From an optimization exercise on the open Yosys and OpenROAD flow, aimed at small area, a short achievable clock period and few clock cycles; shortcuts taken in it are not production practice. Function was checked by simulation only, so behaviour that the tests miss may differ from the original.

## flow/design.v (module list and top-level ports; edited modules follow where they fit)
// module rde_sieve: 968 lines
// module rde_sieve_grp0: 252 lines
// module rde_sieve_grp1: 319 lines
// module rde_sieve_grp2: 324 lines
// module rde_sieve_grp3: 329 lines
// module rde_sieve_grp4: 331 lines
// module rde_sieve_grp5: 328 lines
// module rde_sieve_grp6: 329 lines
// module rde_sieve_grp7: 329 lines
module rde_sieve (
    input  wire        clk,
    input  wire        rst,
    input  wire        ld_en,
    input  wire [5:0]  ld_idx,
    input  wire [15:0] ld_data,
    input  wire        set_en,
    input  wire [63:0] set_lsb,
    input  wire [2:0]  set_mod6,
    input  wire        go,
    input  wire [1:0]  go_mode,
    input  wire [7:0]  go_count,
    output reg         out_valid,
    output reg  [63:0] out_lsb,
    output reg         done,
    output wire [63:0] lsb
);
  // ...
==> flow/flow/run.sh <==
#!/bin/bash
# Own layout flow: the standard ORFS flow (standard.sh, standard synthesis
# unchanged), with timing repair aiming at a setup slack margin so that the
# achieved period shrinks, ABC's buffers removed before placement (the
# resizer buffers the design itself), and more antenna repair iterations.
# The ORFS tools write their full logs under orfs/logs; this script's own
# output goes to run.log.
exec > run.log 2>&1
set -x
export SETUP_SLACK_MARGIN=18.5
export REMOVE_ABC_BUFFERS=1
export MAX_REPAIR_ANTENNAS_ITER_DRT=20
export MAX_REPAIR_ANTENNAS_ITER_GRT=10
bash standard.sh finish
==> flow/standard.sh <==
#!/bin/bash
# synth_recipe.tcl (not shown) runs the flow's synth.tcl, then flattens the netlist and writes it again
# the make line also repeats each setting of config.mk as NAME=value (left out here)
make -C /OpenROAD-flow-scripts/flow DESIGN_CONFIG=/design/flow/config.mk WORK_HOME=/design/flow/orfs CLKGATE_MAP_FILE= SYNTH_SCRIPT=/design/flow/synth_recipe.tcl "${@:-finish}"
==> flow/config.mk <==
export PLATFORM = sky130hd
export DESIGN_NAME = rde_sieve
export DESIGN_NICKNAME = rde_sieve
export VERILOG_FILES = /design/flow/design.v
export SDC_FILE = /design/flow/constraint.sdc
export NUM_CORES = 8
export LEC_CHECK = 0
export CAP_MARGIN = 50
export CORE_MARGIN = 2
export CORE_UTILIZATION = 30
export SLEW_MARGIN = 50
export SYNTH_HIERARCHICAL = 1
==> flow/constraint.sdc <==
create_clock -name core_clock -period 25.0 [get_ports {clk}]
set_input_delay 5.0000 -clock core_clock [delete_from_list [all_inputs] [get_ports {clk}]]
set_output_delay 5.0000 -clock core_clock [all_outputs]
set_load 0.01 [all_outputs]
==> results.txt, run 1 <==
- Layout cell share with drive strength beyond 1: just under 20%
- Largest regs: lsb_r: 64 flops, out_lsb: 64 flops
- Multi-input gates: ~8.5k
- GPL Wtd Cong: between 1 and 1.5
- Register area: 21000 um^2
- Clock Latency Late Sink: 0.93 ns
- Global Route met1 Usage: about half
- Synthesized area: between 70000 and 80000 um^2
- Met3 Track Usage GR: around 12%
- Critical path depth in cells: 34
- Nets: 11.0k
- Hold path endpoint: out_lsb[34]
- Biggest Area Class: multi-input combinational cells
- Worst-margin pin slew: around 0.89 ns
- FFs & Latches: 765
- Tmin final: 8.54 ns
- H-tree depth: 3
- WL final: 536000 um
- Status: finished clean
- Max-Slew Margin vs Limit: 38.9%
- Non-clk invs: 368
- Root Buffer: clkbuf_16
- DRT iter0 DRCs: 14.1k
- Metal2 WL: 215000 um
- Met2 GRT Util: 53.3%
- Die Height: 520 um
- Crit path to: t62[6]
- Cts hold-fix bufs: 0
- Num ports: 234
Testbench counts, summed over its fixed seeds: cycles 2,165.
==> run 2: changes to the inputs <==
--- a/flow/flow/run.sh
+++ b/flow/flow/run.sh
@@ -8,5 +8,5 @@
 exec > run.log 2>&1
 set -x
-export SETUP_SLACK_MARGIN=18.5
+export SETUP_SLACK_MARGIN=18.2
 export REMOVE_ABC_BUFFERS=1
 export MAX_REPAIR_ANTENNAS_ITER_DRT=20
==> run 2 against run 1 <==
Compared with the run above:
- sequential share of layout area hardly changed
- fmax shrank 1.2%
- setup slack got worse by 0.10 ns
- still clean
- count of clock-buffer cells in the layout did not move
- non-clock buffer count decreased by 46
- final area shrank 0.49%
- die area unchanged
- core utilization shrank 0.18 points
- synthesized cell count unchanged
==> results.txt, run 2 <==
- CP max FO: 9
- CP Buf/Inv Count: 11
- Tmin final: 8.64 ns (+0.101 ns)
- Req. time, crit path: 25.70 ns
- Detailed Place HPWL: 387000 um
- Initial antenna violation count: 46
- Pre-antenna DRT Iters: 10
- CTS clock-pin slew for the worst setup and hold paths: 0.06 ns
- DR DRC count: 0
- Die Height: 520 um (unchanged)
- Multi-input gate area: ~57000 um^2
- Largest regs: lsb_r: 64 flops, out_lsb: 64 flops
- Die area: 270000 um^2
- Fmax: roughly 120 MHz
- Hold Path Cell Cnt: 1
- Worst path max stage delay: between 0.5 and 0.6 ns
- Initial core utilization: between 30% and 40%
- Synthesized area: 79900 um^2 (unchanged)
- Setup repair after global routing missed its margin: true
- Vias in the first global route: 86.0k
- Worst-margin pin slew: 0.938 ns (+0.0440 ns)
- Most frequent cells in the layout: nand2_1 (1487), nor2_1 (841), o22ai_1 (577)
- Fin Setup TNS: 0 ns
- Max cap viols: 0
- CTS buffer count: 104
- Crit-path most repeated cell: buf_6
- Final setup skew: 0.118 ns
- # rows: about 190
- Filler cells: between 20k and 30k
- Port-buffer cells: 226
- Clock Latency Late Sink: 0.92 ns (about the same)
- Critical path depth in cells: 37 (+8.8%)
- Startpoint class of the critical path: flop
- Final Max Slew Viols: 0
- Post-route ant nets: 0
- Crit-path slowest cell: fa_1
- Layout area overhead: 21.2%
- GPL Wtd Cong: 1.07 (unchanged)
- Most common library cell in the layout ignoring fill and taps: nand2_1
- Ratio of final minimum period to clock period: 34.5%
- DRT iter0 DRCs: 14.0k (-0.41%)
- Nets: 10.9k (-0.42%)
- WL final: 535000 um (about the same)
- Syn Inst Count: 10.5k
- Core ar.: 265000 um^2
- Avg Cell Area, Syn: 7.60 um^2
- Die X: just over 500 um
- H-tree depth: 3 (unchanged)
- Crit Path Class: reg2reg
- Largest net degree at the start of global routing: 75
- Num ports: 234 (unchanged)
- DR WL/cell: 37.7 um
- Finish-stage setup viols: 0
- Nature of the critical path endpoint: flop
- Design area: about 97000 um^2
- FF-to-FF path depth: 37
- Layout cell share with drive strength beyond 1: 17.5% (-2.1 points)
- Max-Slew Margin vs Limit: 35.9% (-3.0 points)
- Top delay family on crit path: compound AO/OA/AOI/OAI gates
- CTS tree: done
- Cts hold-fix bufs: 0 (unchanged)
- Warnings, synthesis: 7
- Clock tree buffer depth: 4
- First-pass GRT wire length: roughly 720000 um
- Total number of vias: ~94k
- CP Data Arrival Time: between 9 and 10 ns
- Vias per cell: 6.63
- Sinks on Clock Net: 765
- Final Hold Fails: 0
- Register area: 20800 um^2 (-0.67%)
- GRT Overall Usage: 37.5%
- Status: finished clean
- Min-delay worst type: reg2reg
- Post-Place Cell Area: 85700 um^2
- Gr ovfl total: 0
- Root Buffer: clkbuf_16
run 2: worst paths after layout:
path	startpoint	slack, ns	to
min reg2reg	lsb_r[34]	0.48	out_lsb[34]
max	c_v	16.36	t55[6]
min	lsb_r[34]	0.48	out_lsb[34]
max reg2reg	c_v	16.36	t55[6]
run 2: what timing repair did:
action | in CTS | in global routing
buffers inserted | 190 | 82
pin swaps | 255 | 139
cloned | 66 | 4
endpoints found under the setup margin | 650 | 569
resized for setup | 963 | 196
run 2: metrics by stage:
stage / cells / utilization (%) / hold slack (ns) / setup slack, ns
2_1_floorplan: 9586 / - / 0.492 / 13.78
3_3_place_gp: 13600 / 31.8 / 0.497 / 14.02
3_5_place_dp: 13600 / 32.4 / 0.508 / 14.28
4_1_cts: 14100 / 35.8 / 0.479 / 16.54
5_1_grt: 14200 / 36.5 / 0.505 / 16.20
6_report: 14200 / 36.6 / 0.481 / 16.36
run 2: per-layer routing:
metal / part of all wire, % / GRT usage [%] / vias up
met3: 12 / 12.0 / 1553
met1: 41 / 49.6 / 46300
li1: - / - / 39600
met2: 40 / 53.1 / 6637
met4: 7.4 / 21.9 / 18
met5: 0.021 / 0 / -
run 2: worst reg2reg max path: cells and delay by family (launching register included):
family / cells / cell delay (ns)
AO/OA/AOI/OAI: 12 / 3.00
XOR/XNOR: 1 / 0.12
buffers and inverters: 11 / 1.44
AND/OR/NAND/NOR: 5 / 1.06
multiplexers: 2 / 0.42
flip-flops: 1 / 0.35
adder cells (fa/ha/maj): 6 / 2.06
run 2: final cells by class:
| type | count | share of cell area, % |
|---|---|---|
| sequential | 765 | 21.5 |
| clock inverter | 50 | 0.574 |
| antenna | 33 | 0.0853 |
| inverter | 368 | 1.45 |
| tap | 3533 | 4.57 |
| multi-input combinational | 8458 | 59.2 |
| clock buffer | 136 | 3.01 |
| timing repair buffer | 841 | 9.60 |

[afterwards: timing with drivers on the ports]
How much do the figures lean on ideal ports? The routed layouts below were timed once more, with nothing changed but the port constraints. Step 1 (the two cells are an assumption about what drives the block):
set clk [get_ports {clk}]
set_driving_cell -lib_cell sky130_fd_sc_hd__clkbuf_16 $clk
set_driving_cell -lib_cell sky130_fd_sc_hd__buf_2 [delete_from_list [all_inputs] $clk]
Step 2, shift: input delay + t, output delay - t, t = (earliest + latest rising clock arrival at the registers) / 2. This alone moves slack from input paths to output paths. Three values: ideal, step 1, step 2; two values: the first two.
run	shift t [ns]	slack for setup (ns)	slew at the worst register clock pin (ns)
run 1	0.964	16.464 / 16.464 / 15.877	0.09 / 0.09
run 2	0.960	16.363 / 16.363 / 15.901	0.09 / 0.09
After both steps every run listed still meets setup and hold. For run 1, which loses most, drivers alone change the setup slack by 0.000 ns; drivers and shift together by -0.587 ns.
